This design comes from an exercise in tuning for small area on the open sky130 flow, not from production work. Only simulation tests tie the RTL to the original design; equivalence was not proved. Power figures rest on the tool's default switching activity, not on a simulated workload.

yarrow:
## fpc_codec
module fpc_codec (
    input  wire        clk,
    input  wire        rst,
    input  wire        req_valid,
    output wire        req_ready,
    input  wire        req_we,
    input  wire        req_space,
    input  wire [8:0]  req_addr,
    input  wire [31:0] req_wdata,
    output reg         resp_valid,
    output reg  [31:0] resp_rdata
);
    localparam integer N = 130;
    localparam [3:0] E_NONE = 4'd0, E_SHORT = 4'd2, E_CSUM = 4'd3,
                     E_ILLEGAL = 4'd6, E_RANGE = 4'd7;
    reg  [8*N-1:0] ring;
    reg  [7:0]     pos;
    reg  [7:0]     head_new;
    wire [7:0] head = ring[7:0];
    wire [7:0] tapa = ring[8*26 +: 8];
    wire [7:0] tapb = ring[8*104 +: 8];
    always @(posedge clk)
        ring <= {head_new, ring[8*N-1:8]};
    always @(posedge clk)
        if (rst)               pos <= 8'd123;
        else if (pos == N - 1) pos <= 8'd0;
        else                   pos <= pos + 8'd1;
    reg [4:0] s_reg;      
    reg [1:0] s_b;        
    reg       s_first, s_last;
    always @(*) begin
        s_reg = 5'd31;  s_b = 2'd0;  s_first = 1'b0;  s_last = 1'b0;
        case (pos)
            8'd86:  begin s_reg = 5'd9;  s_b = 2'd0; s_first = 1'b1; end
            8'd87:  begin s_reg = 5'd9;  s_b = 2'd1; s_last = 1'b1; end
            8'd88:  begin s_reg = 5'd6;  s_b = 2'd0; s_first = 1'b1; end
            8'd89:  begin s_reg = 5'd6;  s_b = 2'd1; end
            8'd90:  begin s_reg = 5'd6;  s_b = 2'd2; end
            8'd91:  begin s_reg = 5'd6;  s_b = 2'd3; s_last = 1'b1; end
            8'd92:  begin s_reg = 5'd4;  s_b = 2'd0; s_first = 1'b1; end
            8'd93:  begin s_reg = 5'd4;  s_b = 2'd1; end
            8'd94:  begin s_reg = 5'd4;  s_b = 2'd2; s_last = 1'b1; end
            8'd95:  begin s_reg = 5'd11; s_b = 2'd0; s_first = 1'b1; end
            8'd96:  begin s_reg = 5'd11; s_b = 2'd1; end
            8'd97:  begin s_reg = 5'd11; s_b = 2'd2; end
            8'd98:  begin s_reg = 5'd11; s_b = 2'd3; s_last = 1'b1; end
            8'd99:  begin s_reg = 5'd12; s_b = 2'd0; s_first = 1'b1; end
            8'd100: begin s_reg = 5'd12; s_b = 2'd1; end
  ...
==> flow/config.mk <==
export PLATFORM = sky130hd
export DESIGN_NAME = fpc_codec
export DESIGN_NICKNAME = fpc_codec
export VERILOG_FILES = /design/flow/design.v
export SDC_FILE = /design/flow/constraint.sdc
export NUM_CORES = 4
export LEC_CHECK = 0
export CAP_MARGIN = 20
export CORE_MARGIN = 2
export CORE_UTILIZATION = 40
export GPL_TIMING_DRIVEN = 0
export SLEW_MARGIN = 20
==> flow/constraint.sdc <==
create_clock -name core_clock -period 8.0 [get_ports {clk}]
set_input_delay 1.6000 -clock core_clock [delete_from_list [all_inputs] [get_ports {clk}]]
set_output_delay 1.6000 -clock core_clock [all_outputs]
set_load 0.01 [all_outputs]
standard.sh (not shown) runs the stock make flow with config.mk's settings and CLKGATE_MAP_FILE= SYNTH_SCRIPT=/design/flow/synth_recipe.tcl, a recipe that flattens the netlist after the stock synthesis.
==> flow/flow/run.sh <==
#!/bin/bash
# Standard layout with two changes: the port buffers are the smallest buffer
# cell, and clock tree synthesis adds no dummy loads.
set -o pipefail
export REMOVE_ABC_BUFFERS=1
export BUFFER_PORTS_ARGS="-buffer_cell sky130_fd_sc_hd__buf_1"
export CTS_ARGS="-sink_clustering_enable -repair_clock_nets -dont_use_dummy_load -sink_clustering_size 20 -sink_clustering_max_diameter 60 -buf_list sky130_fd_sc_hd__clkbuf_8"
bash standard.sh > standard.log 2>&1
status=$?
exit $status
yarrow closes out successfully: all stages finished, all timing, DRC and antenna checks passed.
> inputs changed (yarrow -> nickel)
-- flow/flow/run.sh --
<<< yarrow, line 7
export CTS_ARGS="-sink_clustering_enable -repair_clock_nets -dont_use_dummy_load -sink_clustering_size 20 -sink_clustering_max_diameter 60 -buf_list sky130_fd_sc_hd__clkbuf_8"
>>> nickel, line 7
export CTS_ARGS="-sink_clustering_enable -repair_clock_nets -dont_use_dummy_load -sink_clustering_size 30 -sink_clustering_max_diameter 80"
==> run notes <==
The setup slack reported for nickel is greater than that of yarrow by 0.0039 ns.
[diff] total power draw, nickel relative to yarrow: regression
yarrow has a higher combinational share of power than nickel.
nickel vs yarrow — number of buffers added by the clock tree synthesis step dropped by more than a quarter
The inputs of juniper differ from those of nickel as listed below.
==> flow/run.sh (new file) <==
#!/bin/bash
# synth_recipe.tcl (not shown) runs the flow's synth.tcl, then flattens the netlist and writes it again
# the make line also repeats each setting of config.mk as NAME=value (left out here)
make -C /OpenROAD-flow-scripts/flow DESIGN_CONFIG=/design/flow/config.mk WORK_HOME=/design/flow/orfs CLKGATE_MAP_FILE= SYNTH_SCRIPT=/design/flow/synth_recipe.tcl finish
removed: flow/flow/run.sh
removed: flow/standard.sh
## What came out
Going from nickel to juniper, wire length of the first global-routing pass up 8100 um, die area about even, layout-stage area growth over the synthesis result higher, internal power contribution increased by about 23% relative to the old numbers.
Relative to nickel, wire length reported by the detailed router has increased by about 13% in juniper.
Ratio of total power to cell area of juniper exceeds that of nickel by more than 10%.
[juniper vs nickel] clock group share of total power: higher in juniper
Number of placed instances with taps included: juniper vs nickel up about 1.7%
nickel leaves more setup margin than juniper.
> inputs changed (juniper -> zinc)
==> flow/flow/run.sh (new file) <==
#!/bin/bash
# Standard layout with two changes: the port buffers are the smallest buffer
# cell, and clock tree synthesis adds no dummy loads.
set -o pipefail
export BUFFER_PORTS_ARGS="-buffer_cell sky130_fd_sc_hd__buf_1"
export CTS_ARGS="-sink_clustering_enable -repair_clock_nets -dont_use_dummy_load -sink_clustering_size 20 -sink_clustering_max_diameter 50 -buf_list sky130_fd_sc_hd__clkbuf_8"
bash standard.sh > standard.log 2>&1
status=$?
exit $status
==> flow/standard.sh (new file) <==
#!/bin/bash
# synth_recipe.tcl (not shown) runs the flow's synth.tcl, then flattens the netlist and writes it again
# the make line also repeats each setting of config.mk as NAME=value (left out here)
make -C /OpenROAD-flow-scripts/flow DESIGN_CONFIG=/design/flow/config.mk WORK_HOME=/design/flow/orfs CLKGATE_MAP_FILE= SYNTH_SCRIPT=/design/flow/synth_recipe.tcl "${@:-finish}"
removed: flow/run.sh
==> comparison <==
zinc: flow completed, timing, DRC and antenna clean
Delta (zinc minus juniper): clock period minus final worst setup slack now sits lower, multi-input gate share of total cell area picked up an extra 1.4 points, area of all placed cells without fillers went down.
clkdlybuf4s50_1 as the slowest library cell on the worst path was reported by juniper, and clkbuf_1 by zinc.
zinc reports its capturing instance or port of the critical path as crc[0] while juniper reports req_ready.
For harbor, these inputs were changed with respect to zinc:
-- flow/flow/run.sh --
<<< zinc, line 5
>>> harbor, line 5
export REMOVE_ABC_BUFFERS=1
<<< zinc, line 6
export CTS_ARGS="-sink_clustering_enable -repair_clock_nets -dont_use_dummy_load -sink_clustering_size 20 -sink_clustering_max_diameter 50 -buf_list sky130_fd_sc_hd__clkbuf_8"
>>> harbor, line 7
export CTS_ARGS="-sink_clustering_enable -repair_clock_nets -dont_use_dummy_load -sink_clustering_size 35 -sink_clustering_max_diameter 50"
==> run notes <==
Switching share of power for harbor is lower than for zinc. In the tables for zinc and harbor, fraction of power consumed by combinational cells reads lower with harbor. NOTE fmax zinc->harbor increased by a few percent. Classification of the worst setup path = in2reg: harbor; classification of the worst setup path = reg2reg: zinc. In harbor, length of the first detailed-routing pass in iterations is higher than in zinc. harbor went all the way through synthesis, placement and routing and the layout is clean on timing, DRC and antenna.

re-timing with driven ports:
How much do the figures lean on ideal ports? The routed layouts below were timed once more, with nothing changed but the port constraints. Step 1, drivers: a clkbuf_16 drives clk and a buf_2 each remaining input, both assumed. Step 2 moves the port delays by t, midway between the first and last clock arrival at a register: inputs arrive t later, outputs are due t later. That takes back most of the time a late clock gives input paths. Slacks: ideal ports / drivers / drivers and shift; pairs: ideal ports / drivers.
| run | t (ns) | setup slack, ns | pins driven straight from the clock port |
|---|---|---|---|
| yarrow | 0.658 | 1.378 / 1.326 / 0.759 | 1 |
| nickel | 0.619 | 1.382 / 1.403 / 0.787 | 1 |
| juniper | 0.684 | 0.779 / 0.726 / 0.564 | 1 |
| zinc | 0.691 | 1.188 / 1.188 / 1.188 | 1 |
| harbor | 0.640 | 1.444 / 1.414 / 0.832 | 1 |
After both steps every run listed still meets setup and hold. For yarrow, which loses most, drivers alone change the setup slack by -0.052 ns; drivers and shift together by -0.619 ns.
